Source: an optimization exercise on an open RTL-to-GDS flow (aim: small area, a short achievable clock period and few clock cycles). Production flows keep margins and buffers that such runs may drop. At most, simulation tests tie the RTL to the original design; equivalence was not proved. The RTL of run 4 was laid out without a check of its function. No activity file was given, so power comes from the tool's default toggle rates.

--- flow/config.mk ---
export PLATFORM = sky130hd
export DESIGN_NAME = cw_core
export DESIGN_NICKNAME = cw_core
export VERILOG_FILES = /design/flow/design.v
export SDC_FILE = /design/flow/constraint.sdc
export NUM_CORES = 4
export LEC_CHECK = 0
export ABC_AREA = 1
export CAP_MARGIN = 50
export CORE_MARGIN = 2
export CORE_UTILIZATION = 40
export CTS_CLUSTER_DIAMETER = 110
export CTS_CLUSTER_SIZE = 20
export SLEW_MARGIN = 70
--- flow/constraint.sdc ---
create_clock -name core_clock -period 32.0 [get_ports {clk}]
set_input_delay 6.4000 -clock core_clock [delete_from_list [all_inputs] [get_ports {clk}]]
set_output_delay 6.4000 -clock core_clock [all_outputs]
set_load 0.01 [all_outputs]
--- flow/design.v ---
module cw_dlo #(parameter K = 16) (
    input  wire [31:0]  a,
    input  wire [31:0]  b,
    output wire [K-1:0] lo,
    output wire         big
);
    wire [K:0] s = {1'b0, a[K-1:0]} - {1'b0, b[K-1:0]};
    assign lo = s[K-1:0];
    wire [31-K:0] ah = a[31:K];
    wire [31-K:0] bh = b[31:K];
    wire [31-K:0] p  = ah ^ bh;
    wire [31-K:0] c;
    assign c[0] = 1'b1;
    genvar i;
    generate
        for (i = 1; i <= 31 - K; i = i + 1) begin : g_c
            assign c[i] = c[i-1] & bh[i-1];
        end
    endgenerate
    wire e0 = ~|p;             
    wire e1 = &(p ~^ c);       
    assign big = ~(s[K] ? e1 : e0);
endmodule
module cw_dlo_cs #(parameter K = 13, parameter L = 7) (
    input  wire [31:0]  a,
    input  wire [31:0]  b,
    output wire [K-1:0] lo,
    output wire         big
);
    localparam H = K - L;
    wire [K-1:0] x = a[K-1:0];
    wire [K-1:0] y = ~b[K-1:0];
    wire [L:0] cl;
    assign cl[0] = 1'b1;
    wire [H:0] c0, c1;
    assign c0[0] = 1'b0;
    assign c1[0] = 1'b1;
    wire [H-1:0] s0, s1;
    genvar i;
    generate
        for (i = 0; i < L; i = i + 1) begin : g_l
            assign lo[i]   = x[i] ^ y[i] ^ cl[i];
            assign cl[i+1] = (x[i] & y[i]) | (cl[i] & (x[i] ^ y[i]));
        end
        for (i = 0; i < H; i = i + 1) begin : g_h
            assign s0[i]   = x[L+i] ^ y[L+i] ^ c0[i];
            assign c0[i+1] = (x[L+i] & y[L+i]) | (c0[i] & (x[L+i] ^ y[L+i]));
            assign s1[i]   = x[L+i] ^ y[L+i] ^ c1[i];
            assign c1[i+1] = (x[L+i] & y[L+i]) | (c1[i] & (x[L+i] ^ y[L+i]));
        end
    endgenerate
    assign lo[K-1:L] = cl[L] ? s1 : s0;
    wire nb = cl[L] ? c1[H] : c0[H];    
    wire [31-K:0] ah = a[31:K];
    wire [31-K:0] bh = b[31:K];
    wire [31-K:0] p  = ah ^ bh;
    wire [31-K:0] c;
    assign c[0] = 1'b1;
    generate
        for (i = 1; i <= 31 - K; i = i + 1) begin : g_c
            assign c[i] = c[i-1] & bh[i-1];
        end
    endgenerate
    wire e0 = ~|p;
    wire e1 = &(p ~^ c);
    assign big = ~(nb ? e0 : e1);
endmodule
module cw_rsub #(parameter W = 12) (
    input  wire [W-1:0] a,
    input  wire [W-1:0] b,
    output wire [W-1:0] d,
    output wire         nb
);
    wire [W:0] c;
    assign c[0] = 1'b1;
    genvar i;
    generate
        for (i = 0; i < W; i = i + 1) begin : g
            assign d[i]   = a[i] ^ ~b[i] ^ c[i];
            assign c[i+1] = (a[i] & ~b[i]) | (c[i] & (a[i] ^ ~b[i]));
        end
    endgenerate
    assign nb = c[W];
endmodule
module cw_radd #(parameter W = 12) (
    input  wire [W-1:0] a,
    input  wire [W-1:0] b,
    output wire [W:0]   s
);
    wire [W:0] c;
    assign c[0] = 1'b0;
    genvar i;
    generate
        for (i = 0; i < W; i = i + 1) begin : g
            assign s[i]   = a[i] ^ b[i] ^ c[i];
            assign c[i+1] = (a[i] & b[i]) | (c[i] & (a[i] ^ b[i]));
        end
    endgenerate
    assign s[W] = c[W];
endmodule
module cw_cmp #(parameter W = 14) (
    input  wire [W-1:0] a,
    input  wire [W-1:0] b,
    input  wire         cin,
    output wire         ge
);
    wire [W:0] c;
    assign c[0] = cin;
    genvar i;
    generate
        for (i = 0; i < W; i = i + 1) begin : g
            assign c[i+1] = (a[i] & ~b[i]) | ((a[i] | ~b[i]) & c[i]);
        end
    endgenerate
    assign ge = c[W];
endmodule
module cw_core (
    input  wire        clk,
    input  wire        rst,
    input  wire        cfg_mode,
    input  wire [15:0] cfg_debounce,
    input  wire        cfg_wgp,
    input  wire        cfg_ot_en,
    input  wire        cfg_st_en,
    input  wire        op_valid,
    output wire        op_ready,
    input  wire [39:0] op_word,
    output reg         resp_valid,
    output reg  [8:0]  resp,
    output wire        key_out,
    output reg         tone_tx,
    output reg         sidetone
);
    localparam [7:0] EMPTY   = 8'h00;
    localparam [7:0] ERRCH   = 8'h23;
    localparam [7:0] SPACECH = 8'h20;
    localparam [7:0] FILL    = 8'h2A;
    localparam [2:0] PH_IDLE       = 3'b000;
    localparam [2:0] PH_ASSERT     = 3'b100;
    localparam [2:0] PH_GAP_SYMBOL = 3'b001;
    localparam [2:0] PH_GAP_LETTER = 3'b010;
    localparam [2:0] PH_WORD_GAP   = 3'b011;
    localparam [10:0] DOT_RESET  = 11'd92;
    localparam [11:0] DASH_RESET = 12'd276;
    localparam [13:0] WGAP_RESET = 14'd646;
    localparam [13:0] W23_RESET  = 14'd430;    
    function automatic [7:0] lookup(input [6:0] idx);
        begin
            case (idx)
                7'd0: lookup = 8'h20;
                7'd1: lookup = 8'h45;
                7'd2: lookup = 8'h54;
                7'd3: lookup = 8'h49;
                7'd4: lookup = 8'h41;
                7'd5: lookup = 8'h4E;
                7'd6: lookup = 8'h4D;
                7'd7: lookup = 8'h53;
                7'd8: lookup = 8'h55;
                7'd9: lookup = 8'h52;
                7'd10: lookup = 8'h57;
                7'd11: lookup = 8'h44;
                7'd12: lookup = 8'h4B;
                7'd13: lookup = 8'h47;
                7'd14: lookup = 8'h4F;
                7'd15: lookup = 8'h48;
                7'd16: lookup = 8'h56;
                7'd17: lookup = 8'h46;
                7'd19: lookup = 8'h4C;
                7'd21: lookup = 8'h50;
                7'd22: lookup = 8'h4A;
                7'd23: lookup = 8'h42;
                7'd24: lookup = 8'h58;
                7'd25: lookup = 8'h43;
                7'd26: lookup = 8'h59;
                7'd27: lookup = 8'h5A;
                7'd28: lookup = 8'h51;
                7'd31: lookup = 8'h35;
                7'd32: lookup = 8'h34;
                7'd34: lookup = 8'h33;
                7'd38: lookup = 8'h32;
                7'd39: lookup = 8'h26;
                7'd41: lookup = 8'h2B;
                7'd46: lookup = 8'h31;
                7'd47: lookup = 8'h36;
                7'd48: lookup = 8'h3D;
                7'd49: lookup = 8'h2F;
                7'd53: lookup = 8'h28;
                7'd55: lookup = 8'h37;
                7'd59: lookup = 8'h38;
                7'd61: lookup = 8'h39;
                7'd62: lookup = 8'h30;
                7'd75: lookup = 8'h3F;
                7'd76: lookup = 8'h5F;
                7'd81: lookup = 8'h22;
                7'd84: lookup = 8'h2E;
                7'd89: lookup = 8'h40;
                7'd93: lookup = 8'h27;
                7'd96: lookup = 8'h2D;
                7'd105: lookup = 8'h3B;
                7'd106: lookup = 8'h21;
                7'd108: lookup = 8'h29;
                7'd114: lookup = 8'h2C;
                7'd119: lookup = 8'h3A;
                default: lookup = FILL;
            endcase
        end
    endfunction
    function automatic [7:0] find_index(input [7:0] u);
        begin
            find_index = 8'hFF;
            if (!u[7])
                case (u[6:0])
                    7'h20: find_index = 8'd0;
                    7'h21: find_index = 8'd106;
                    7'h22: find_index = 8'd81;
                    7'h26: find_index = 8'd39;
                    7'h27: find_index = 8'd93;
                    7'h28: find_index = 8'd53;
                    7'h29: find_index = 8'd108;
                    7'h2A: find_index = 8'd18;
                    7'h2B: find_index = 8'd41;
                    7'h2C: find_index = 8'd114;
                    7'h2D: find_index = 8'd96;
                    7'h2E: find_index = 8'd84;
                    7'h2F: find_index = 8'd49;
                    7'h30: find_index = 8'd62;
                    7'h31: find_index = 8'd46;
                    7'h32: find_index = 8'd38;
                    7'h33: find_index = 8'd34;
                    7'h34: find_index = 8'd32;
                    7'h35: find_index = 8'd31;
                    7'h36: find_index = 8'd47;
                    7'h37: find_index = 8'd55;
                    7'h38: find_index = 8'd59;
                    7'h39: find_index = 8'd61;
                    7'h3A: find_index = 8'd119;
                    7'h3B: find_index = 8'd105;
                    7'h3D: find_index = 8'd48;
                    7'h3F: find_index = 8'd75;
                    7'h40: find_index = 8'd89;
                    7'h41: find_index = 8'd4;
                    7'h42: find_index = 8'd23;
                    7'h43: find_index = 8'd25;
                    7'h44: find_index = 8'd11;
                    7'h45: find_index = 8'd1;
                    7'h46: find_index = 8'd17;
                    7'h47: find_index = 8'd13;
                    7'h48: find_index = 8'd15;
                    7'h49: find_index = 8'd3;
                    7'h4A: find_index = 8'd22;
                    7'h4B: find_index = 8'd12;
                    7'h4C: find_index = 8'd19;
                    7'h4D: find_index = 8'd6;
                    7'h4E: find_index = 8'd5;
                    7'h4F: find_index = 8'd14;
                    7'h50: find_index = 8'd21;
                    7'h51: find_index = 8'd28;
                    7'h52: find_index = 8'd9;
                    7'h53: find_index = 8'd7;
                    7'h54: find_index = 8'd2;
                    7'h55: find_index = 8'd8;
                    7'h56: find_index = 8'd16;
                    7'h57: find_index = 8'd10;
                    7'h58: find_index = 8'd24;
                    7'h59: find_index = 8'd26;
                    7'h5A: find_index = 8'd27;
                    7'h5F: find_index = 8'd76;
                    default: find_index = 8'hFF;
                endcase
        end
    endfunction
    function automatic [6:0] find_code(input [7:0] u);
        begin
            find_code = 7'd1;
            if (!u[7])
                case (u[6:0])
                    7'h21: find_code = 7'd117;
                    7'h22: find_code = 7'd82;
                    7'h26: find_code = 7'd34;
                    7'h27: find_code = 7'd94;
                    7'h28: find_code = 7'd45;
                    7'h29: find_code = 7'd109;
                    7'h2A: find_code = 7'd28;
                    7'h2B: find_code = 7'd42;
                    7'h2C: find_code = 7'd115;
                    7'h2D: find_code = 7'd97;
                    7'h2E: find_code = 7'd106;
                    7'h2F: find_code = 7'd41;
                    7'h30: find_code = 7'd63;
                    7'h31: find_code = 7'd62;
                    7'h32: find_code = 7'd60;
                    7'h33: find_code = 7'd56;
                    7'h34: find_code = 7'd48;
                    7'h35: find_code = 7'd32;
                    7'h36: find_code = 7'd33;
                    7'h37: find_code = 7'd35;
                    7'h38: find_code = 7'd39;
                    7'h39: find_code = 7'd47;
                    7'h3A: find_code = 7'd71;
                    7'h3B: find_code = 7'd85;
                    7'h3D: find_code = 7'd49;
                    7'h3F: find_code = 7'd76;
                    7'h40: find_code = 7'd86;
                    7'h41: find_code = 7'd6;
                    7'h42: find_code = 7'd17;
                    7'h43: find_code = 7'd21;
                    7'h44: find_code = 7'd9;
                    7'h45: find_code = 7'd2;
                    7'h46: find_code = 7'd20;
                    7'h47: find_code = 7'd11;
                    7'h48: find_code = 7'd16;
                    7'h49: find_code = 7'd4;
                    7'h4A: find_code = 7'd30;
                    7'h4B: find_code = 7'd13;
                    7'h4C: find_code = 7'd18;
                    7'h4D: find_code = 7'd7;
                    7'h4E: find_code = 7'd5;
                    7'h4F: find_code = 7'd15;
                    7'h50: find_code = 7'd22;
                    7'h51: find_code = 7'd27;
                    7'h52: find_code = 7'd10;
                    7'h53: find_code = 7'd8;
                    7'h54: find_code = 7'd3;
                    7'h55: find_code = 7'd12;
                    7'h56: find_code = 7'd24;
                    7'h57: find_code = 7'd14;
                    7'h58: find_code = 7'd25;
                    7'h59: find_code = 7'd29;
                    7'h5A: find_code = 7'd19;
                    7'h5F: find_code = 7'd108;
                    default: find_code = 7'd1;
                endcase
        end
    endfunction
    reg        rst_r;
    reg        rv;
    reg [39:0] r;
    reg        rdy;
    reg        c_mode, c_wgp;
    reg [16:0] c_thr;        
    assign op_ready = rdy;
    wire [3:0]  opc = r[39:36];
    wire        sig = r[32];
    wire [31:0] now = r[31:0];
    reg legal;
    always @* begin
        case (opc)
            4'd1, 4'd5:  legal = (r[35:16] == 20'd0);
            4'd2:        legal = (r[35:33] == 3'd0);
            4'd6:        legal = (r[35:32] == 4'd0);
            4'd3, 4'd4, 4'd7:
                         legal = (r[35:0] == 36'd0);
            4'd8, 4'd10: legal = (r[35:8] == 28'd0);
            4'd9:        legal = (r[35:7] == 29'd0);
            default:     legal = 1'b0;
        endcase
    end
    reg  fv;                  
    wire is_dt  = (opc == 4'd2);
    wire ss_r   = rv && legal && (opc == 4'd1 || opc == 4'd5);    
    wire dv_last;
    wire hold   = rv && ((ss_r && !dv_last) || (is_dt && !fv));    
    wire go     = rv && !hold;
    wire ex     = go && legal;
    reg [5:0]  dv_cnt;
    reg [10:0] rem;
    reg [1:0]  r3;
    wire [10:0] w_op = r[15] ? 11'd1 :
                       (r[14:0] == 15'd0) ? 11'd1 :
                       (r[14:11] != 4'd0 || r[10:0] > 11'd1200) ? 11'd1200 : r[10:0];
    wire dv_dec  = ~opc[2];
    wire dv_ext  = dv_dec && c_wgp;                   
    assign dv_last = dv_ext ? (dv_cnt == 6'd37) : (dv_cnt == 6'd36);
    reg nbit, rfirst;
    always @* begin
        if (dv_cnt < 6'd11) begin
            nbit   = 11'd1200 >> (6'd10 - dv_cnt);
            rfirst = (dv_cnt == 6'd0);
        end else if (dv_cnt < 6'd23) begin
            nbit   = 12'd3600 >> (6'd22 - dv_cnt);
            rfirst = (dv_cnt == 6'd11);
        end else if (dv_cnt < 6'd37) begin
            nbit   = 14'd8400 >> (6'd36 - dv_cnt);
            rfirst = (dv_cnt == 6'd23);
        end else begin
            nbit   = 1'b0;
            rfirst = 1'b0;
        end
    end
    wire [11:0] dt    = {rfirst ? 11'd0 : rem, nbit};
    wire [11:0] dsb;
    wire        dsb_nb;
    wire        qb;
    cw_cmp  #(.W(12)) u_dq (.a(dt), .b({1'b0, w_op}), .cin(1'b1), .ge(qb));
    cw_rsub #(.W(12)) u_dv (.a(dt), .b({1'b0, w_op}), .d(dsb), .nb(dsb_nb));
    wire [10:0] rem_n = qb ? dsb[10:0] : dt[10:0];
    wire q_dot  = dv_cnt < 6'd11;
    wire q_dash = (dv_cnt >= 6'd11) && (dv_cnt < 6'd23);
    wire q_wgap = (dv_cnt >= 6'd23) && (dv_cnt < 6'd37);
    wire [2:0]  t3    = {(rfirst ? 2'd0 : r3), (dv_cnt < 6'd37) ? qb : 1'b0};
    wire        o3    = t3 >= 3'd3;
    wire [1:0]  r3_n  = o3 ? t3[1:0] - 2'd3 : t3[1:0];
    wire ld        = op_valid && rdy;
    wire dt_in     = (op_word[39:36] == 4'd2);
    wire ss_in     = (op_word[38:36] == 3'b001 || op_word[38:36] == 3'b101) && !op_word[39];
    wire dchg      = (go && is_dt) || (ss_r && dv_dec);    
    wire dv_more   = ss_r && (dv_cnt != (dv_ext ? 6'd36 : 6'd35));
    wire rdy_n     = !((ld && (ss_in || (dt_in && dchg))) ||
                       (hold && (dv_more || (is_dt && dchg))));
    always @(posedge clk) begin
        c_mode <= cfg_mode;
        c_wgp  <= cfg_wgp;
        c_thr  <= cfg_mode ? {6'd0, dec_dot} : {cfg_debounce, 1'b0};
        rst_r  <= rst;
        if (!hold) r <= op_word;
        if (rst) begin
            rv  <= 1'b0;
            rdy <= 1'b0;
        end else begin
            rv  <= ld || hold;
            rdy <= rst_r || rdy_n;
        end
        if (rst_r) begin
            dv_cnt <= 6'd0;
            fv     <= 1'b0;
        end else begin
            fv     <= !dchg;
            dv_cnt <= (ss_r && !dv_last) ? dv_cnt + 6'd1 : 6'd0;
        end
        if (ss_r) begin
            rem <= rem_n;
            r3  <= r3_n;
        end
    end
    reg [10:0] enc_dot;
    reg [11:0] enc_dash;
    reg [13:0] enc_wgap;
    reg        enc_pv;
    reg [6:0]  enc_s;             
    reg [2:0]  enc_phase;
    reg [31:0] enc_phase_start;
    reg [13:0] enc_phase_len;
    reg [10:0] dec_dot;
    reg [11:0] dec_dash;
    reg [13:0] dec_thr;           
    reg [6:0]  dec_tree;
    reg        dec_sig_state;
    reg        dec_last_raw;
    reg [31:0] dec_mark_start;
    reg [31:0] dec_space_start;
    reg [31:0] dec_last_trans;
    reg        dec_pending;
    reg        dec_ws_emitted;
    reg [7:0]  dec_out;           
    wire [15:0] a_lo;  wire a_big;
    wire [13:0] b_lo;  wire b_big;
    cw_dlo #(.K(16)) u_da (.a(now), .b(dec_last_trans), .lo(a_lo), .big(a_big));
    cw_dlo #(.K(14)) u_db (.a(now), .b(r[38] ? enc_phase_start : dec_space_start),
                           .lo(b_lo), .big(b_big));
    wire chg    = sig ^ dec_last_raw;
    wire ltsel  = c_mode ? sig : chg;
    wire fe_ge  = a_big || ({a_lo, 1'b0} >= c_thr);
    wire deb_ok = chg ? (c_thr == 17'd0) : fe_ge;
    wire aud_dn = fe_ge;
    wire tr_up  = sig && !dec_sig_state && (c_mode || deb_ok);
    wire tr_dn  = !sig && dec_sig_state && (c_mode ? aud_dn : deb_ok);
    wire st_n   = tr_up || (dec_sig_state && !tr_dn);
    wire        sp_zero = dec_sig_state && ltsel;
    wire [13:0] sp_lo   = (dec_sig_state && !r[38]) ? a_lo[13:0] : b_lo;
    wire        sp_big  = dec_sig_state ? (a_big || a_lo[15:14] != 2'd0) : b_big;
    wire gt_q   = !sp_zero && (sp_big || sp_lo[13:9] != 5'd0 || sp_lo[8:0] > dec_dot[10:2]);  
    wire ge_2d  = !sp_zero && (sp_big || sp_lo[13:12] != 2'd0 || sp_lo[11:0] >= {dec_dot, 1'b0});
    wire        cmp_ge;
    cw_cmp #(.W(14)) u_cmp (.a(sp_lo), .b(r[38] ? enc_phase_len : dec_thr), .cin(r[38]),
                            .ge(cmp_ge));
    wire over   = !sp_zero && (sp_big || cmp_ge);
    wire [12:0] d_lo;  wire d_big;
    cw_dlo_cs #(.K(13), .L(7)) u_dd (.a(dec_sig_state ? dec_last_trans : dec_space_start),
                           .b(dec_mark_start), .lo(d_lo), .big(d_big));
    wire [12:0] dd;
    cw_radd #(.W(12)) u_dd2 (.a({1'b0, dec_dot}), .b(dec_dash), .s(dd));
    reg         isdot, isdash;
    always @(posedge clk) begin
        isdot  <= !d_big && d_lo[12:11] == 2'd0 && {d_lo[10:0], 1'b0} < dec_dash;
        isdash <= !d_big && d_lo < dd;
    end
    wire c2     = !dec_pending && gt_q;
    wire err    = dec_tree >= 7'd63;
    wire [6:0] tree1 = !c2 ? dec_tree :
                       err ? 7'd0 :
                       isdot ? {dec_tree[5:0], 1'b0} + 7'd1 :
                       isdash ? {dec_tree[5:0], 1'b0} + 7'd2 : dec_tree;
    wire pend1  = dec_pending || (c2 && (err || isdot || isdash));
    wire c3     = ge_2d && (tree1 != 7'd0);
    wire c4     = over && !dec_ws_emitted && (tree1 == 7'd0) && !(c2 && err);
    wire enc_idle = (enc_phase == PH_IDLE) && !enc_pv;
    wire e_due = b_big || cmp_ge;
    wire       more = (enc_s[6:1] != 6'd1);    
    wire        idle_ph = (enc_phase == PH_IDLE);
    wire [11:0] gl_letter;
    wire [13:0] gl_word;
    wire        gl_nb0, gl_nb1;
    cw_rsub #(.W(12)) u_gl (.a(enc_dash), .b({1'b0, enc_dot}), .d(gl_letter), .nb(gl_nb0));
    cw_rsub #(.W(14)) u_gw (.a(enc_wgap), .b({2'b00, enc_dash}), .d(gl_word), .nb(gl_nb1));
    wire [13:0] gap_len = idle_ph ? gl_word : {2'b00, gl_letter};
    reg [2:0]  et_phase;
    reg        et_shift;
    reg [13:0] et_len;
    reg        et_start;
    reg        et_done;
    always @* begin
        et_phase  = enc_phase;
        et_shift  = 1'b0;
        et_len    = enc_phase_len;
        et_start  = 1'b0;
        et_done   = 1'b0;
        if (idle_ph) begin
            if (enc_pv) begin
                et_start = 1'b1;
                if (enc_s == 7'd1) begin
                    et_phase = PH_WORD_GAP;
                    et_len   = gap_len;
                end else begin
                    et_phase  = PH_ASSERT;
                    et_len    = enc_s[0] ? {2'b00, enc_dash} : {3'b000, enc_dot};
                end
            end
        end else if (e_due) begin
            et_start = 1'b1;
            case (enc_phase)
                PH_ASSERT: begin
                    et_phase = PH_GAP_SYMBOL;
                    et_len   = {3'b000, enc_dot};
                end
                PH_GAP_SYMBOL: begin
                    if (more) begin
                        et_shift  = 1'b1;
                        et_phase  = PH_ASSERT;
                        et_len    = enc_s[1] ? {2'b00, enc_dash} : {3'b000, enc_dot};
                    end else begin
                        et_phase  = PH_GAP_LETTER;
                        et_len    = gap_len;
                    end
                end
                default: begin
                    et_phase = PH_IDLE;
                    et_start = 1'b0;
                    et_done  = 1'b1;
                end
            endcase
        end
    end
    wire       lc_op = (r[7:5] == 3'b011) && (r[4:0] != 5'd0) && (r[4:0] <= 5'd26);
    wire [7:0] u_op  = lc_op ? {3'b010, r[4:0]} : r[7:0];
    wire [7:0] fnd   = find_index(u_op);
    wire write_ok = enc_idle && (r[7:0] != FILL) && (r[7:0] != EMPTY);
    wire dv_d = ss_r && dv_dec;
    wire dv_e = ss_r && !dv_dec;
    always @(posedge clk) begin
        if (rst_r) begin
            dec_dot         <= DOT_RESET;
            dec_dash        <= DASH_RESET;
            dec_thr         <= c_wgp ? W23_RESET : WGAP_RESET;
            dec_tree        <= 7'd0;
            dec_sig_state   <= 1'b0;
            dec_last_raw    <= 1'b0;
            dec_pending     <= 1'b1;
            dec_ws_emitted  <= 1'b1;
            dec_out         <= EMPTY;
        end else begin
            if (dv_d && q_dot)  dec_dot  <= {dec_dot[9:0], qb};
            if (dv_d && q_dash) dec_dash <= {dec_dash[10:0], qb};
            if (dv_d && (c_wgp ? dv_cnt >= 6'd23 : q_wgap))
                dec_thr <= {dec_thr[12:0], c_wgp ? o3 : qb};
            if (ex && opc == 4'd2) begin
                dec_sig_state  <= st_n;
                dec_last_raw   <= sig;
                if (st_n) begin
                    dec_pending    <= 1'b0;
                    dec_ws_emitted <= 1'b0;
                end else begin
                    dec_pending <= pend1;
                    if (c3) begin
                        dec_tree <= 7'd0;
                        dec_out  <= {1'b1, tree1};
                    end else begin
                        dec_tree <= tree1;
                        if (c2 && err) dec_out <= ERRCH;
                        else if (c4)   dec_out <= SPACECH;
                    end
                    if (c4) dec_ws_emitted <= 1'b1;
                end
            end
            if (ex && opc == 4'd4) dec_out <= EMPTY;
        end
        if (ex && opc == 4'd2) begin
            if (ltsel) dec_last_trans <= now;
            if (tr_up) dec_mark_start  <= ltsel ? now : dec_last_trans;
            if (tr_dn) dec_space_start <= ltsel ? now : dec_last_trans;
        end
    end
    always @(posedge clk) begin
        if (rst_r) begin
            enc_dot         <= DOT_RESET;
            enc_dash        <= DASH_RESET;
            enc_wgap        <= WGAP_RESET;
            enc_pv          <= 1'b0;
            enc_phase       <= PH_IDLE;
        end else begin
            if (dv_e && q_dot)  enc_dot  <= {enc_dot[9:0], qb};
            if (dv_e && q_dash) enc_dash <= {enc_dash[10:0], qb};
            if (dv_e && q_wgap) enc_wgap <= {enc_wgap[12:0], qb};
            if (ex && opc == 4'd6) begin
                enc_phase     <= et_phase;
                if (et_done)  enc_pv <= 1'b0;
            end
            if (ex && opc == 4'd8 && write_ok) enc_pv <= 1'b1;
        end
        if (ex && opc == 4'd6) begin
            if (et_shift) enc_s <= {1'b0, enc_s[6:1]};
            enc_phase_len <= et_len;
            if (et_start) enc_phase_start <= now;
        end
        if (ex && opc == 4'd8 && write_ok)
            enc_s <= find_code(u_op);
    end
    wire [7:0] lk = lookup((opc == 4'd9) ? r[6:0] : dec_out[6:0]);
    reg  [7:0] data;
    always @* begin
        case (opc)
            4'd3:    data = {7'd0, dec_out != EMPTY};
            4'd4:    data = dec_out[7] ? lk : dec_out;
            4'd7:    data = {7'd0, enc_idle};
            4'd8:    data = {7'd0, write_ok};
            4'd9:    data = lk;
            4'd10:   data = fnd;
            default: data = 8'h00;
        endcase
        if (!legal) data = 8'h00;
    end
    reg key_r;
    always @(posedge clk) begin
        if (rst) begin
            resp_valid <= 1'b0;
            key_r      <= 1'b0;
            tone_tx    <= 1'b0;
        end else begin
            resp_valid <= go;
            if (ex && opc == 4'd6) key_r <= et_phase[2];
            tone_tx    <= cfg_ot_en && key_r;
        end
        if (rst || rst_r) sidetone <= 1'b0;
        else              sidetone <= cfg_st_en && dec_sig_state;
        resp <= {!legal, data};
    end
    assign key_out = key_r;
endmodule
--- flow/flow/run.sh ---
#!/bin/bash
# Own layout flow: the standard flow, except that the port buffers that
# global placement inserts (inputN / outputN) are made plain buffers
# (sky130_fd_sc_hd__buf_2) instead of delay buffers before clock-tree
# synthesis. Each tool's output goes to a log of its own in this folder.
set -euo pipefail
RES=orfs/results/${FLOW_PLATFORM}/cw_core/base
bash standard.sh synth          > log_1_synth.log 2>&1
bash standard.sh floorplan      > log_2_floorplan.log 2>&1
bash standard.sh place          > log_3_place.log 2>&1
cat > port_buffers.tcl <<EOT
read_db $RES/3_place.odb
set db [ord::get_db]
set buf [\$db findMaster sky130_fd_sc_hd__buf_2]
set n 0
foreach inst [[ord::get_db_block] getInsts] {
  if {[regexp {^(input|output)[0-9]+\$} [\$inst getName]] &&
      [string match {sky130_fd_sc_hd__clkdlybuf*} [[\$inst getMaster] getName]]} {
    \$inst swapMaster \$buf
    incr n
  }
}
puts "swapped \$n port buffers"
detailed_placement
check_placement -verbose
write_db $RES/3_place.odb
EOT
openroad -no_init -exit port_buffers.tcl > log_3_port_buffers.log 2>&1
bash standard.sh finish         > log_4_finish.log 2>&1
--- flow/standard.sh ---
#!/bin/bash
# synth_recipe.tcl (not shown) runs the flow's synth.tcl, then flattens the netlist and writes it again
# the make line also repeats each setting of config.mk as NAME=value (left out here)
make -C /OpenROAD-flow-scripts/flow DESIGN_CONFIG=/design/flow/config.mk WORK_HOME=/design/flow/orfs CLKGATE_MAP_FILE= SYNTH_SCRIPT=/design/flow/synth_recipe.tcl "${@:-finish}"
==> impl_metrics.yaml, run 1 <==
outcome:
  status: "complete, no violations"
timing:
  worstMarginPinSlew_ns: 0.490
  rsz0062_at_grt: "false"
  fin_crit_ns: 7.45
  slew_violations: 0
  setup-tns-final_ns: 0
  maxSlewHeadroom_pct: 67.1
  clock_skew_ns: 0.0388
  hold_viol: 0
  period_share_pct: 23.3
  max_freq_ghz: 0.134
  setup_viol: 0
synthesis:
  synthArstFlopShare_pct: 0
  synth_cell_types: 64
  syn_nets: 3230
  syn_inst: 2977
  synth-edff-count: 216
  ys_seq_area_share_pct: 38.3
  yosys.area.top_type: "edfxtp_1"
  synth_ff_type: "edfxtp_1"
  synth.area.top_cells: "edfxtp_1, dfxtp_1, nand2_1"
  synth_top_area_share_pct: 27.5
  synth_top_cells_by_count: "nand2_1, inv_1, o21ai_0"
  netlist_area_sq_mm: 0.0236
  synth_most_common_cell: "nand2_1"
  syn_avg_cell_area_sq_um: 7.92
  synth-seq-cells: 343
  ys_warn_count: 1
setup_path:
  reg2reg_slack_ns: 25.44
  crit_buf_inv: 1
  worstPathRequired_ns: 25.60
  r2r_start: "r[1]"
  worstPathArrival_ns: 1.05
  cp-end-kind: "primary output"
  start_kind: "flop"
  path_delay_family: "flip-flops"
  crit_slowest_cell: "dfxtp_1"
  reg2reg_depth: 24
  critPathMaxStageDelay_ns: 0.36
  crit_chain: "buf_2"
  critical_path_class: "flop to primary output"
  crit_fanout: 3
  timing.rr.end: "rem[10]"
global_route:
  grt_pass1_vias: 20100
  grt_pass1_wl_um: 112000
  grt-ovfl-total: 0
  grt_usage_pct: 23.6
  antenna_found_initial: 1
  grt_max_degree: 58
cells_and_area:
  final_util_pct: 44.8
  insertedDiodeCount: 0
  drive_gt1_share_pct: 10.2
  fin_nets: 3292
  synthToLayoutAreaGrowth_pct: 10.4
floorplan:
  coreArea_sq_mm: 0.0580
  boundaryPins: 77
  initial_core_util_pct: 40.6
  fp.dieArea_sq_mm: 0.0609
  num_rows: 88
  die_x_um: 247
  die_h_um: 247
placement:
  numPortBuffers: 76
  hpwl_um: 55100
  gp_congestion: 0.920
clocking:
  cts-root-buf: "clkbuf_16"
  cts_buffers: 22
  clk_latency_ns: 0.58
  cts_tree: "done"
  cts_buffer_depth: 3
  hold_buffers: 0
  cts_resized: 0
  cts.sinks: 343
  clkTransAtPathRegs_ns: 0.06
  htree_levels: 1
  post_cts_buffers: 0
pwr:
  leakagePower_nw: 11.1
  p_per_area_mw_per_mm2: 35.1
  peakVddDrop_mv: 0.0383
worst_hold_path:
  hp-class: "flop to flop"
  worstHoldPathCells: 2
  hp-start: "key_r"
  min_to: "tone_tx"
routing:
  wl_per_cell_um: 18.9
  first_iter_violations: 2001
  num_vias: 20700
  drcViolationCount: 0
  ant_nets: 0
  vias_per_cell: 5.41
  totalWireLength_um: 72300
  dr.pass1.iters: 6
run:
  cap_violations: 0
[worst max-delay path by stage]
stage                     endpoint  slack (ns)  depth (start not counted)         from
after floorplan           c_thr[8]       24.84                          4     cfg_mode
after global placement         rdy       24.16                          7  op_word[37]
after detailed placement       rdy       24.16                          6  op_word[37]
after CTS                  key_out       24.53                          1        key_r
after global routing       key_out       24.51                          1        key_r
final                      key_out       24.55                          1        key_r
[metrics by stage]
| stage | instances | power (mW) | hold slack [ns] | setup slack (ns) | instance area, sq um |
|---|---|---|---|---|---|
| global route | 3819 | 0.951 | 0.502 | 24.51 | 26000 |
| detailed placement | 3775 | 0.619 | 0.460 | 24.16 | 25500 |
| global placement | 3750 | 0.615 | 0.431 | 24.16 | 25200 |
| finish | 3819 | 0.914 | 0.469 | 24.55 | 26000 |
| CTS | 3814 | 0.920 | 0.469 | 24.53 | 25900 |
| floorplan | 2977 | 0.570 | 0.443 | 24.84 | 23600 |
[logic make-up (layout without fill, tap and decap cells)]
kind of cell | count (synthesis) | count (layout) | share of synthesized area, %
flops | 343 | 343 | 38.3
simple gates | 1125 | 1125 | 21.1
xor+xnor | 96 | 96 | 3.60
compound gates | 659 | 659 | 15.8
buf+inv | 552 | 629 | 8.91
fa+ha+maj | 190 | 190 | 11.8
mux | 12 | 12 | 0.509
[layout by cell type, fill, tap and decap left out, types with 18 or more instances in the layout]
cell type,instances
nand4_1,54
nor2_1,256
a31oi_1,29
nand2_1,525
nor3_1,35
ha_1,137
a21oi_1,192
o21ai_1,25
fa_1,53
buf_2,85
nor4_1,23
xor2_1,71
nand3_1,109
clkbuf_16,23
or2_2,25
inv_2,18
dfxtp_1,124
edfxtp_1,216
o21ai_0,266
buf_4,30
inv_1,433
o211ai_1,35
[state kept, by name, summed over array words and instances, names as in the netlist, 9 cells and up]
register         count
enc_phase_start     32
r                   40
dec_mark_start      32
enc_wgap            14
c_thr               17
enc_dot             11
dec_dot             11
dec_dash            12
dec_thr             14
dec_space_start     32
dec_last_trans      32
rem                 11
resp                 9
enc_phase_len       14
enc_dash            12
[final cells by class]
type	instances	area, sq um
clock buffers	35	621
flip-flops and latches	343	9030
repair buffers	132	826
inverters	458	1720
multi-input cells	2082	12800
fillers	5714	32000
well taps	765	957
clock inverters	4	62.6
[power by group]
group          switching (mW)  internal [mW]  total, mW
Sequential            0.00633          0.475      0.481
Clock                   0.165          0.141      0.306
Combinational          0.0856         0.0414      0.127
[layer usage]
layer	share of wire [%]	wire length, um	global-route usage, %	vias to the layer above
met2	47	34200	40.0	610
met3	5.9	4260	2.97	101
met5	0.018	13	0	-
met1	44	31800	31.3	9821
li1	-	-	-	10100
met4	2.9	2090	7.25	2
Testbench counts, summed over its fixed seeds: cycles 249,101.
==> inputs of run 2 (changes only) <==
--- a/flow/config.mk
+++ b/flow/config.mk
@@ -8,3 +8,3 @@
 export ABC_AREA = 1
-export CAP_MARGIN = 50
+export CAP_MARGIN = 20
 export CORE_MARGIN = 2
@@ -13,2 +13,2 @@
 export CTS_CLUSTER_SIZE = 20
-export SLEW_MARGIN = 70
+export SLEW_MARGIN = 20
==> impl_metrics.yaml, run 2 <==
synthesis:
  netlist_area_sq_mm: 0.0236
  synth_top_area_share_pct: 27.5
  synth_ff_type: "edfxtp_1"
  synth_cell_types: 64
  syn_nets: 3230
  synth-edff-count: 216
  synth.area.top_cells: "edfxtp_1, dfxtp_1, nand2_1"
  synth_top_cells_by_count: "nand2_1, inv_1, o21ai_0"
  ys_seq_area_share_pct: 38.3
  synth-seq-cells: 343
  synthArstFlopShare_pct: 0
  yosys.area.top_type: "edfxtp_1"
  syn_inst: 2977
  synth_most_common_cell: "nand2_1"
  syn_avg_cell_area_sq_um: 7.92
  ys_warn_count: 1
global_route:
  grt_pass1_wl_um: 112000
  grt-ovfl-total: 0
  antenna_found_initial: 0
  grt_max_degree: 58
  grt_pass1_vias: 20000
  grt_usage_pct: 23.4
cells_and_area:
  layout_commonest_cell: "nand2_1"
  final_util_pct: 43.8
  fin_nets: 3263
  final_cell_mix: "nand2_1, inv_1, o21ai_0, nor2_1, edfxtp_1"
  seq_area_sq_mm: 0.00903
  final_cells: 3789
  nFillCells: 5748
  insertedDiodeCount: 0
  drive_gt1_share_pct: 7.04
  multi_input_area_sq_mm: 0.0125
  largest_reg_flops: 40
  synthToLayoutAreaGrowth_pct: 7.90
  largest-register: "r"
timing:
  fin_crit_ns: 7.46
  max_freq_ghz: 0.134
  timing.hold.ws_ns: 0.460
  hold_viol: 0
  clock_skew_ns: 0.0271
  slew_violations: 0
  period_share_pct: 23.3
  setup_viol: 0
  worstMarginPinSlew_ns: 1.07
  rsz0062_at_grt: "false"
  maxSlewHeadroom_pct: 28.5
  setup-tns-final_ns: 0
setup_path:
  crit_slowest_cell: "dfxtp_1"
  critical_path_class: "flop to primary output"
  worstPathRequired_ns: 25.60
  worstPathArrival_ns: 1.06
  critPathMaxStageDelay_ns: 0.36
  crit_chain: "buf_2"
  reg2reg_slack_ns: 25.27
  crit_buf_inv: 1
  start_kind: "flop"
  path_delay_family: "flip-flops"
  cp-end-kind: "primary output"
  crit_fanout: 3
clocking:
  hold_buffers: 0
  clkTransAtPathRegs_ns: 0.09
  cts_buffers: 21
  cts_tree: "done"
  cts.sinks: 343
  cts-root-buf: "clkbuf_16"
  cts_resized: 0
  clk_latency_ns: 0.56
  post_cts_buffers: 0
  cts_buffer_depth: 3
  htree_levels: 1
floorplan:
  num_rows: 88
  die_x_um: 247
  initial_core_util_pct: 40.6
  fp.dieArea_sq_mm: 0.0609
  coreArea_sq_mm: 0.0580
  boundaryPins: 77
  die_h_um: 247
routing:
  num_vias: 20500
  first_iter_violations: 1706
  vias_per_cell: 5.42
  drcViolationCount: 0
  ant_nets: 0
  dr.pass1.iters: 6
  wl_per_cell_um: 18.9
  totalWireLength_um: 71800
placement:
  gp_congestion: 0.920
  dp.cells: 3751
  hpwl_um: 53900
  numPortBuffers: 76
run:
  cap_violations: 0
pwr:
  p_per_area_mw_per_mm2: 35.0
  leakagePower_nw: 10.9
  peakVddDrop_mv: 0.0299
  p_total_mw: 0.891
worst_hold_path:
  hp-class: "flop to flop"
outcome:
  status: "complete, no violations"
## run 2: cell types whose count changed in the layout (fill, tap and decap cells not counted), moves of 6 or more
cell | previous run | this run
nor3_2 | 7 | 0
nor2_2 | 16 | 6
inv_1 | 433 | 447
nor4_1 | 23 | 31
inv_2 | 18 | 5
buf_2 | 85 | 76
o21ai_2 | 11 | 3
nor4_2 | 7 | 1
nor2_1 | 256 | 269
o21ai_0 | 266 | 278
nor3_1 | 35 | 42
## run 2: where the power goes
part	switching (mW)	internal (mW)
combinational	0.0826	0.0390
sequential	0.00696	0.475
clock	0.160	0.127
## run 2: cell families after synthesis
group / Yosys count / synth area share, %
compound gates: 659 / 15.8
xor+xnor: 96 / 3.60
fa+ha+maj: 190 / 11.8
buf+inv: 552 / 8.91
flops: 343 / 38.3
mux: 12 / 0.509
simple gates: 1125 / 21.1
## run 2: worst register-to-register path, stage by stage (launching register included)
cell      delay [ns]
edfxtp_1        0.57
inv_1           0.42
ha_1            0.27
inv_1           0.05
nor2_1          0.12
inv_1           0.10
nor2_1          0.12
inv_1           0.09
nor3_1          0.48
nand2_1         0.11
nand2_1         0.11
nor3_1          0.09
fa_1            0.47
fa_1            0.41
fa_1            0.41
fa_1            0.40
fa_1            0.40
fa_1            0.40
fa_1            0.41
fa_1            0.41
fa_1            0.39
xnor2_1         0.13
nand2_1         0.06
o21ai_0         0.08
## run 2: layout make-up
cell class / count / area share [%]
inverters: 458 / 6.76
repair buffers: 104 / 2.41
clock buffers: 35 / 2.31
clock inverters: 2 / 0.0836
multi-input cells: 2082 / 49.2
flip-flops and latches: 343 / 35.5
well taps: 765 / 3.76
## run 2: per-layer routing
layer / wire [um] / part of all wire (%) / vias up / GRT usage [%]
met5: 0 / 0 / - / 0
met4: 1620 / 2.3 / 0 / 5.78
met3: 3830 / 5.3 / 97 / 2.68
met2: 34200 / 48 / 573 / 40.4
met1: 32100 / 45 / 9808 / 31.3
li1: - / - / 10100 / -
## run 2: final timing paths
kind	cells after the start	endpoint	from
max	1	key_out	key_r
min reg2reg	2	tone_tx	key_r
max reg2reg	23	rem[10]	r[0]
min	2	tone_tx	key_r
## run 2: metrics by stage
step | setup slack, ns | instance area (sq um)
CTS | 24.51 | 25400
global placement | 24.16 | 25200
floorplan | 24.84 | 23600
detailed placement | 24.13 | 25200
finish | 24.54 | 25400
global route | 24.47 | 25400
==> inputs of run 3 (changes only) <==
==> flow/flow/run.sh (replaced) <==
#!/bin/bash
# Own layout flow: the standard flow, with two changes made after global
# placement and before clock-tree synthesis:
# - the port buffers that placement inserts (inputN / outputN) become plain
#   buffers (buf_2 for inputs, buf_4 for outputs) instead of delay buffers;
# - the flip-flops that drive an output port's buffer get drive strength 2
#   (same cell type, dfxtp).
# Cells are then legalised again. Each tool's output goes to a log of its own
# in this folder.
set -euo pipefail
RES=orfs/results/${FLOW_PLATFORM}/cw_core/base
bash standard.sh synth          > log_1_synth.log 2>&1
bash standard.sh floorplan      > log_2_floorplan.log 2>&1
bash standard.sh place          > log_3_place.log 2>&1
cat > port_buffers.tcl <<EOT
read_db $RES/3_place.odb
set db [ord::get_db]
set bin  [\$db findMaster sky130_fd_sc_hd__buf_2]
set bout [\$db findMaster sky130_fd_sc_hd__buf_4]
set ff2  [\$db findMaster sky130_fd_sc_hd__dfxtp_2]
set n 0
set m 0
foreach inst [[ord::get_db_block] getInsts] {
  set name [\$inst getName]
  if {![string match {sky130_fd_sc_hd__clkdlybuf*} [[\$inst getMaster] getName]]} { continue }
  if {[regexp {^input[0-9]+\$} \$name]} {
    \$inst swapMaster \$bin
    incr n
  } elseif {[regexp {^output[0-9]+\$} \$name]} {
    \$inst swapMaster \$bout
    incr n
    set net [[\$inst findITerm A] getNet]
    foreach it [\$net getITerms] {
      if {[\$it isOutputSignal]} {
        set drv [\$it getInst]
        if {[[\$drv getMaster] getName] eq "sky130_fd_sc_hd__dfxtp_1"} {
          \$drv swapMaster \$ff2
          incr m
        }
      }
    }
  }
}
puts "swapped \$n port buffers, \$m output flip-flops"
detailed_placement
check_placement -verbose
write_db $RES/3_place.odb
EOT
openroad -no_init -exit port_buffers.tcl > log_3_port_buffers.log 2>&1
bash standard.sh finish         > log_4_finish.log 2>&1
==> impl_metrics.yaml, run 3 <==
clocking:
  clkTransAtPathRegs_ns: 0.08
  cts-root-buf: "clkbuf_16"
  cts_buffer_depth: 3
  clk_latency_ns: 0.57
  cts_tree: "done"
  post_cts_buffers: 0
  cts_buffers: 21
  htree_levels: 1
  cts_resized: 0
  hold_buffers: 0
  cts.sinks: 343
pwr:
  clockPowerShare_pct: 32.9
  p_per_area_mw_per_mm2: 35.2
  p_total_mw: 0.899
  seq_power_share_pct: 53.6
  peakVddDrop_mv: 0.0321
  swShare_pct: 27.6
  p_comb_share_pct: 13.5
  leakagePower_nw: 10.9
  intPower_mw: 0.651
  power.switching_mw: 0.248
timing:
  max_freq_ghz: 0.135
  period_share_pct: 23.2
  hold_viol: 0
  setup-tns-final_ns: 0
  maxSlewHeadroom_pct: 28.8
  clock_skew_ns: 0.0264
  setup_viol: 0
  slew_violations: 0
  timing.hold.ws_ns: 0.451
  rsz0062_at_grt: "false"
  worstMarginPinSlew_ns: 1.07
  fin_crit_ns: 7.41
floorplan:
  initial_core_util_pct: 40.6
  fp.dieArea_sq_mm: 0.0609
  boundaryPins: 77
  num_rows: 88
  coreArea_sq_mm: 0.0580
  die_h_um: 247
  die_x_um: 247
setup_path:
  crit_buf_inv: 1
  crit_chain: "buf_4"
  worstPathRequired_ns: 25.60
  crit_slowest_cell: "dfxtp_2"
  path_delay_family: "flip-flops"
  crit_fanout: 3
  worstPathArrival_ns: 1.01
  start_kind: "flop"
  reg2reg_slack_ns: 25.23
  critical_path_class: "flop to primary output"
  cp-end-kind: "primary output"
  critPathMaxStageDelay_ns: 0.33
global_route:
  grt_pass1_wl_um: 112000
  grt-ovfl-total: 0
  antenna_found_initial: 0
  grt_usage_pct: 23.4
  grt_pass1_vias: 20000
  grt_max_degree: 58
cells_and_area:
  largest_reg_flops: 40
  design_area_sq_mm: 0.0255
  fin_nets: 3263
  final_cell_mix: "nand2_1, inv_1, o21ai_0, nor2_1, edfxtp_1"
  synthToLayoutAreaGrowth_pct: 8.23
  layout_commonest_cell: "nand2_1"
  largest-register: "r"
  multi_input_area_sq_mm: 0.0125
  insertedDiodeCount: 0
  drive_gt1_share_pct: 7.51
  nFillCells: 5746
  seq_area_sq_mm: 0.00905
worst_hold_path:
  hp-class: "flop to flop"
outcome:
  status: "complete, no violations"
synthesis:
  synth_top_area_share_pct: 27.5
  syn_avg_cell_area_sq_um: 7.92
  synth.area.top_cells: "edfxtp_1, dfxtp_1, nand2_1"
  synthArstFlopShare_pct: 0
  syn_inst: 2977
  synth-edff-count: 216
  synth-seq-cells: 343
  synth_ff_type: "edfxtp_1"
  ys_seq_area_share_pct: 38.3
  synth_most_common_cell: "nand2_1"
  synth_cell_types: 64
  syn_nets: 3230
  netlist_area_sq_mm: 0.0236
  ys_warn_count: 1
  synth_top_cells_by_count: "nand2_1, inv_1, o21ai_0"
  yosys.area.top_type: "edfxtp_1"
routing:
  drcViolationCount: 0
  vias_per_cell: 5.44
  ant_nets: 0
  num_vias: 20600
  wl_per_cell_um: 18.9
  dr.pass1.iters: 12
  first_iter_violations: 1732
  totalWireLength_um: 71800
placement:
  gp_congestion: 0.920
  place_area_sq_mm: 0.0252
  hpwl_um: 53900
  numPortBuffers: 76
run:
  cap_violations: 0
==> run 3: cell type report <==
type,count,area share (%)
Clock inverter,3,0.250
Inverter,458,6.74
Multi-Input combinational cell,2082,49.0
Timing Repair Buffer,104,2.54
Tap cell,765,3.75
Clock buffer,33,2.24
Sequential cell,343,35.5
==> run 3: through the flow <==
stage                     setup WS (ns)  std cells  utilization, %
final                             24.59       3788            44.0
after global routing              24.54       3788            44.0
after CTS                         24.56       3787            43.9
after detailed placement          24.13       3751            43.4
after global placement            24.16       3750            43.4
after floorplan                   24.84       2977               -
==> run 3: metal layers <==
metal	wire length (um)	track usage (%)	up-vias	part of all wire, %
met2	34400	40.5	594	48
met1	32100	31.2	9856	45
met5	0	0	-	0
met3	3730	2.52	88	5.2
li1	-	-	10100	-
met4	1500	5.72	0	2.1
==> run 3: kinds of logic after synthesis <==
family | after synthesis | share of synthesized area, %
AOI/OAI and AO/OA | 659 | 15.8
xor gates and xnor gates | 96 | 3.60
adders and majority gates | 190 | 11.8
buffers and inverters | 552 | 8.91
DFF | 343 | 38.3
muxes | 12 | 0.509
and+or+nand+nor | 1125 | 21.1
==> run 3: worst paths after layout <==
check                           startpoint  endpoint  depth (start not counted)
worst max-delay path                 key_r   key_out                          1
worst min-delay path                 key_r   tone_tx                          2
worst max register to register        r[0]   rem[10]                         23
worst min register to register       key_r   tone_tx                          2
==> run 3: power groups by stage <==
stage               clock (mW)  sequential (mW)  combinational [mW]
global route             0.319            0.483               0.136
CTS                      0.305            0.482               0.120
floorplan                    0            0.489              0.0807
finish                   0.295            0.482               0.122
global placement             0            0.492               0.122
detailed placement           0            0.492               0.123
==> inputs of run 4 (changes only) <==
--- a/flow/design.v
+++ b/flow/design.v
@@ -1 +1,139 @@
+module cw_bk16 (input wire [15:0] x, input wire [15:0] y, output wire [15:0] d, output wire nb);
+    wire [15:0] yn = ~y;
+    wire [15:0] p0 = x ^ yn;
+    wire [15:0] g0 = x & yn;
+    wire gi0 = g0[0] | p0[0];
+    wire gn0 = g0[1] | (p0[1] & gi0);
+    wire pn0 = p0[1] & p0[0];
+    wire gn1 = g0[3] | (p0[3] & g0[2]);
+    wire pn1 = p0[3] & p0[2];
+    wire gn2 = g0[5] | (p0[5] & g0[4]);
+    wire pn2 = p0[5] & p0[4];
+    wire gn3 = g0[7] | (p0[7] & g0[6]);
+    wire pn3 = p0[7] & p0[6];
+    wire gn4 = g0[9] | (p0[9] & g0[8]);
+    wire pn4 = p0[9] & p0[8];
+    wire gn5 = g0[11] | (p0[11] & g0[10]);
+    wire pn5 = p0[11] & p0[10];
+    wire gn6 = g0[13] | (p0[13] & g0[12]);
+    wire pn6 = p0[13] & p0[12];
+    wire gn7 = g0[15] | (p0[15] & g0[14]);
+    wire pn7 = p0[15] & p0[14];
+    wire gn8 = gn1 | (pn1 & gn0);
+    wire pn8 = pn1 & pn0;
+    wire gn9 = gn3 | (pn3 & gn2);
+    wire pn9 = pn3 & pn2;
+    wire gn10 = gn5 | (pn5 & gn4);
+    wire pn10 = pn5 & pn4;
+    wire gn11 = gn7 | (pn7 & gn6);
+    wire pn11 = pn7 & pn6;
+    wire gn12 = gn9 | (pn9 & gn8);
+    wire pn12 = pn9 & pn8;
+    wire gn13 = gn11 | (pn11 & gn10);
+    wire pn13 = pn11 & pn10;
+    wire gn14 = gn13 | (pn13 & gn12);
+    wire pn14 = pn13 & pn12;
+    wire gn15 = gn10 | (pn10 & gn12);
+    wire pn15 = pn10 & pn12;
+    wire gn16 = gn2 | (pn2 & gn8);
+    wire pn16 = pn2 & pn8;
+    wire gn17 = gn4 | (pn4 & gn12);
+    wire pn17 = pn4 & pn12;
+    wire gn18 = gn6 | (pn6 & gn15);
+    wire pn18 = pn6 & pn15;
+    wire gn19 = g0[2] | (p0[2] & gn0);
+    wire pn19 = p0[2] & pn0;
+    wire gn20 = g0[4] | (p0[4] & gn8);
+    wire pn20 = p0[4] & pn8;
+    wire gn21 = g0[6] | (p0[6] & gn16);
+    wire pn21 = p0[6] & pn16;
+    wire gn22 = g0[8] | (p0[8] & gn12);
+    wire pn22 = p0[8] & pn12;
+    wire gn23 = g0[10] | (p0[10] & gn17);
+    wire pn23 = p0[10] & pn17;
+    wire gn24 = g0[12] | (p0[12] & gn15);
+    wire pn24 = p0[12] & pn15;
+    wire gn25 = g0[14] | (p0[14] & gn18);
+    wire pn25 = p0[14] & pn18;
+    assign d[0] = p0[0] ^ 1'b1;
+    assign d[1] = p0[1] ^ gi0;
+    assign d[2] = p0[2] ^ gn0;
+    assign d[3] = p0[3] ^ gn19;
+    assign d[4] = p0[4] ^ gn8;
+    assign d[5] = p0[5] ^ gn20;
+    assign d[6] = p0[6] ^ gn16;
+    assign d[7] = p0[7] ^ gn21;
+    assign d[8] = p0[8] ^ gn12;
+    assign d[9] = p0[9] ^ gn22;
+    assign d[10] = p0[10] ^ gn17;
+    assign d[11] = p0[11] ^ gn23;
+    assign d[12] = p0[12] ^ gn15;
+    assign d[13] = p0[13] ^ gn24;
+    assign d[14] = p0[14] ^ gn18;
+    assign d[15] = p0[15] ^ gn25;
+    assign nb = gn14;
+endmodule
+module cw_bk14 (input wire [13:0] x, input wire [13:0] y, output wire [13:0] d, output wire nb);
+    wire [13:0] yn = ~y;
+    wire [13:0] p0 = x ^ yn;
+    wire [13:0] g0 = x & yn;
+    wire gi0 = g0[0] | p0[0];
+    wire gn0 = g0[1] | (p0[1] & gi0);
+    wire pn0 = p0[1] & p0[0];
+    wire gn1 = g0[3] | (p0[3] & g0[2]);
+    wire pn1 = p0[3] & p0[2];
+    wire gn2 = g0[5] | (p0[5] & g0[4]);
+    wire pn2 = p0[5] & p0[4];
+    wire gn3 = g0[7] | (p0[7] & g0[6]);
+    wire pn3 = p0[7] & p0[6];
+    wire gn4 = g0[9] | (p0[9] & g0[8]);
+    wire pn4 = p0[9] & p0[8];
+    wire gn5 = g0[11] | (p0[11] & g0[10]);
+    wire pn5 = p0[11] & p0[10];
+    wire gn6 = g0[13] | (p0[13] & g0[12]);
+    wire pn6 = p0[13] & p0[12];
+    wire gn7 = gn1 | (pn1 & gn0);
+    wire pn7 = pn1 & pn0;
+    wire gn8 = gn3 | (pn3 & gn2);
+    wire pn8 = pn3 & pn2;
+    wire gn9 = gn5 | (pn5 & gn4);
+    wire pn9 = pn5 & pn4;
+    wire gn10 = gn8 | (pn8 & gn7);
+    wire pn10 = pn8 & pn7;
+    wire gn11 = gn9 | (pn9 & gn10);
+    wire pn11 = pn9 & pn10;
+    wire gn12 = gn2 | (pn2 & gn7);
+    wire pn12 = pn2 & pn7;
+    wire gn13 = gn4 | (pn4 & gn10);
+    wire pn13 = pn4 & pn10;
+    wire gn14 = gn6 | (pn6 & gn11);
+    wire pn14 = pn6 & pn11;
+    wire gn15 = g0[2] | (p0[2] & gn0);
+    wire pn15 = p0[2] & pn0;
+    wire gn16 = g0[4] | (p0[4] & gn7);
+    wire pn16 = p0[4] & pn7;
+    wire gn17 = g0[6] | (p0[6] & gn12);
+    wire pn17 = p0[6] & pn12;
+    wire gn18 = g0[8] | (p0[8] & gn10);
+    wire pn18 = p0[8] & pn10;
+    wire gn19 = g0[10] | (p0[10] & gn13);
+    wire pn19 = p0[10] & pn13;
+    wire gn20 = g0[12] | (p0[12] & gn11);
+    wire pn20 = p0[12] & pn11;
+    assign d[0] = p0[0] ^ 1'b1;
+    assign d[1] = p0[1] ^ gi0;
+    assign d[2] = p0[2] ^ gn0;
+    assign d[3] = p0[3] ^ gn15;
+    assign d[4] = p0[4] ^ gn7;
+    assign d[5] = p0[5] ^ gn16;
+    assign d[6] = p0[6] ^ gn12;
+    assign d[7] = p0[7] ^ gn17;
+    assign d[8] = p0[8] ^ gn10;
+    assign d[9] = p0[9] ^ gn18;
+    assign d[10] = p0[10] ^ gn13;
+    assign d[11] = p0[11] ^ gn19;
+    assign d[12] = p0[12] ^ gn11;
+    assign d[13] = p0[13] ^ gn20;
+    assign nb = gn14;
+endmodule
 module cw_dlo #(parameter K = 16) (
@@ -6,3 +144,10 @@
 );
-    wire [K:0] s = {1'b0, a[K-1:0]} - {1'b0, b[K-1:0]};
+    wire [K:0] s;
+    generate
+        if (K == 16) begin : g_bk16
+            cw_bk16 u_bk (.x(a[15:0]), .y(b[15:0]), .d(s[15:0]), .nb(s[16]));
+        end else begin : g_bk14
+            cw_bk14 u_bk (.x(a[13:0]), .y(b[13:0]), .d(s[13:0]), .nb(s[14]));
+        end
+    endgenerate
     assign lo = s[K-1:0];
@@ -21,3 +166,3 @@
     wire e1 = &(p ~^ c);       
-    assign big = ~(s[K] ? e1 : e0);
+    assign big = ~(s[K] ? e0 : e1);    
 endmodule
==> impl_metrics.yaml, run 4 <==
outcome:
  status: "complete, no violations"
floorplan:
  num_rows: 88
  die_x_um: 245
  die_h_um: 245
  fp.dieArea_sq_mm: 0.0599
  boundaryPins: 77
  initial_core_util_pct: 40.3
  coreArea_sq_mm: 0.0575
placement:
  hpwl_um: 52600
  numPortBuffers: 76
  gp_congestion: 0.963
  dp.cells: 3633
setup_path:
  crit_fanout: 3
  critical_path_class: "flop to primary output"
  crit_slowest_cell: "dfxtp_2"
  crit_buf_inv: 1
  worstPathArrival_ns: 1.07
  crit_chain: "buf_4"
  cp-end-kind: "primary output"
  worstPathRequired_ns: 25.60
  critPathMaxStageDelay_ns: 0.36
  start_kind: "flop"
  path_delay_family: "flip-flops"
timing:
  timing.hold.ws_ns: 0.467
  maxSlewHeadroom_pct: 30.7
  clock_skew_ns: 0.0260
  fin_crit_ns: 7.47
  period_share_pct: 23.3
  max_freq_ghz: 0.134
  rsz0062_at_grt: "false"
  worstMarginPinSlew_ns: 1.03
  setup_viol: 0
  slew_violations: 0
  setup-tns-final_ns: 0
  hold_viol: 0
synthesis:
  synth-seq-cells: 343
  synthArstFlopShare_pct: 0
  synth_ff_type: "edfxtp_1"
  synth_most_common_cell: "nand2_1"
  synth_top_area_share_pct: 28.0
  synth_top_cells_by_count: "nand2_1, inv_1, nor2_1"
  yosys.area.top_type: "edfxtp_1"
  ys_seq_area_share_pct: 39.0
  synth-edff-count: 216
  synth_cell_types: 73
  netlist_area_sq_mm: 0.0232
  syn_nets: 3113
  ys_warn_count: 1
  syn_avg_cell_area_sq_um: 8.13
  synth.area.top_cells: "edfxtp_1, dfxtp_1, nand2_1"
  syn_inst: 2850
cells_and_area:
  drive_gt1_share_pct: 8.46
  final_util_pct: 43.8
  nFillCells: 5769
  fin_nets: 3156
  final_cell_mix: "nand2_1, inv_1, nor2_1, o21ai_0, edfxtp_1"
  seq_area_sq_mm: 0.00905
  final_cells: 3674
  multi_input_area_sq_mm: 0.0122
  layout_commonest_cell: "nand2_1"
  insertedDiodeCount: 0
  largest_reg_flops: 40
  largest-register: "r"
  synthToLayoutAreaGrowth_pct: 8.73
global_route:
  antenna_found_initial: 0
  grt_pass1_wl_um: 109000
  grt_max_degree: 70
  grt_usage_pct: 23.0
  grt-ovfl-total: 0
  grt_pass1_vias: 19100
clocking:
  cts_tree: "done"
  cts-root-buf: "clkbuf_16"
  clk_latency_ns: 0.58
  cts_resized: 0
  post_cts_buffers: 0
  cts_buffer_depth: 3
  clkTransAtPathRegs_ns: 0.09
  htree_levels: 1
  cts.sinks: 343
  cts_buffers: 22
  hold_buffers: 0
routing:
  totalWireLength_um: 69900
  num_vias: 19800
  drcViolationCount: 0
  first_iter_violations: 1587
  dr.pass1.iters: 6
  wl_per_cell_um: 19.0
  vias_per_cell: 5.38
  ant_nets: 0
run:
  cap_violations: 0
pwr:
  p_per_area_mw_per_mm2: 36.1
  leakagePower_nw: 10.9
  peakVddDrop_mv: 0.0351
worst_hold_path:
  hp-class: "flop to flop"
run 4: changes by cell type in the layout (fill, tap and decap cells not counted), sizes merged, moves of 6 or more:
cell and delta:
nand3b -6, xor2 -12, o21ai -48, fa +13, nor2 -13, nor3 +10, nand4 -11, a21oi -21
o211ai +11, nor4 -13, nand3 -13, inv -18
run 4: worst reg2reg max path: cells and delay by family (launching register included):
kind / cells / cell delay, ns
fa+ha+maj: 12 / 4.00
compound gates: 5 / 0.94
buf+inv: 6 / 0.87
simple gates: 4 / 0.54
flops: 1 / 0.32
mux: 1 / 0.27
run 4: power breakdown:
group / leakage [nW] / total (mW) / switching (mW) / internal (mW)
sequential: 3.07 / 0.482 / 0.00694 / 0.475
clock: 0.331 / 0.306 / 0.165 / 0.142
combinational: 7.46 / 0.121 / 0.0821 / 0.0391
total: 10.9 / 0.909 / 0.254 / 0.656
run 4: area by class of cell:
class / instances / area share (%)
Multi-Input combinational cell: 1985 / 48.4
Sequential cell: 343 / 35.9
Inverter: 437 / 6.51
Tap cell: 765 / 3.80
Timing Repair Buffer: 104 / 2.61
Clock buffer: 37 / 2.57
Clock inverter: 3 / 0.164
run 4: routing by layer:
metal	vias to the layer above	routed length [um]	track usage [%]
met1	9418	31700	31.5
met5	-	0	0
li1	9639	-	-
met3	88	3700	2.44
met4	0	1840	6.47
met2	608	32600	38.4
run 4: final timing paths:
kind,start,to,slack (ns),cells after the start
max,key_r,key_out,24.53,1
min,key_r,tone_tx,0.47,2
max reg2reg,dec_sig_state,isdash,25.01,28
min reg2reg,key_r,tone_tx,0.47,2
run 4: logic make-up (layout without fill, tap and decap cells):
logic type                 Yosys count  after routing  share of synthesized area [%]
DFF                                343            343                           39.0
muxes                               11             11                          0.475
adders and majority gates          200            200                           12.9
AOI/OAI and AO/OA                  613            613                           15.4
buffers and inverters              522            581                           8.62
xor gates and xnor gates            82             82                           3.10
and+or+nand+nor                   1079           1079                           20.5
run 4: per-stage QoR:
step           worst slack (ns)  instance area, sq um  total power [mW]
6_report                  24.53                 25200             0.909
5_1_grt                   24.48                 25200             0.947
4_1_cts                   24.49                 25200             0.917
3_5_place_dp              24.16                 24800             0.615
3_3_place_gp              24.24                 24800             0.614
2_1_floorplan             24.84                 23200             0.568

==> afterwards: timing with drivers on the ports <==
The results above use ideal ports. As a check the final layouts listed here were re-extracted and re-timed, cells and wires unchanged. Step 1 sets driving cells, clkbuf_16 on the clock port and buf_2 on the other inputs (assumed; they add their load-dependent delay and slew). Step 2 also shifts input and output timing later by t, the mid clock arrival at the registers, as if the neighbouring blocks saw the same clock. Slacks: no drivers / after step 1 / after step 2; pairs: no drivers / after step 1.
run | t, ns | setup slack, ns | worst hold slack (ns) | worst setup path after step 2 | worst data-port slew with drivers (ns)
run 1 | 0.617 | 24.551 / 24.497 / 24.552 | 0.469 / 0.469 / 0.469 | input to register | 0.06
run 2 | 0.603 | 24.542 / 24.486 / 24.551 | 0.460 / 0.460 / 0.460 | input to register | 0.05
run 3 | 0.607 | 24.588 / 24.533 / 24.556 | 0.451 / 0.451 / 0.451 | input to register | 0.05
run 4 | 0.620 | 24.535 / 24.477 / 24.735 | 0.467 / 0.467 / 0.467 | input to register | 0.05
After both steps setup and hold are still met in every run listed. The setup slack of run 3, which loses most, moves by -0.055 ns with the drivers and by -0.032 ns with both steps.
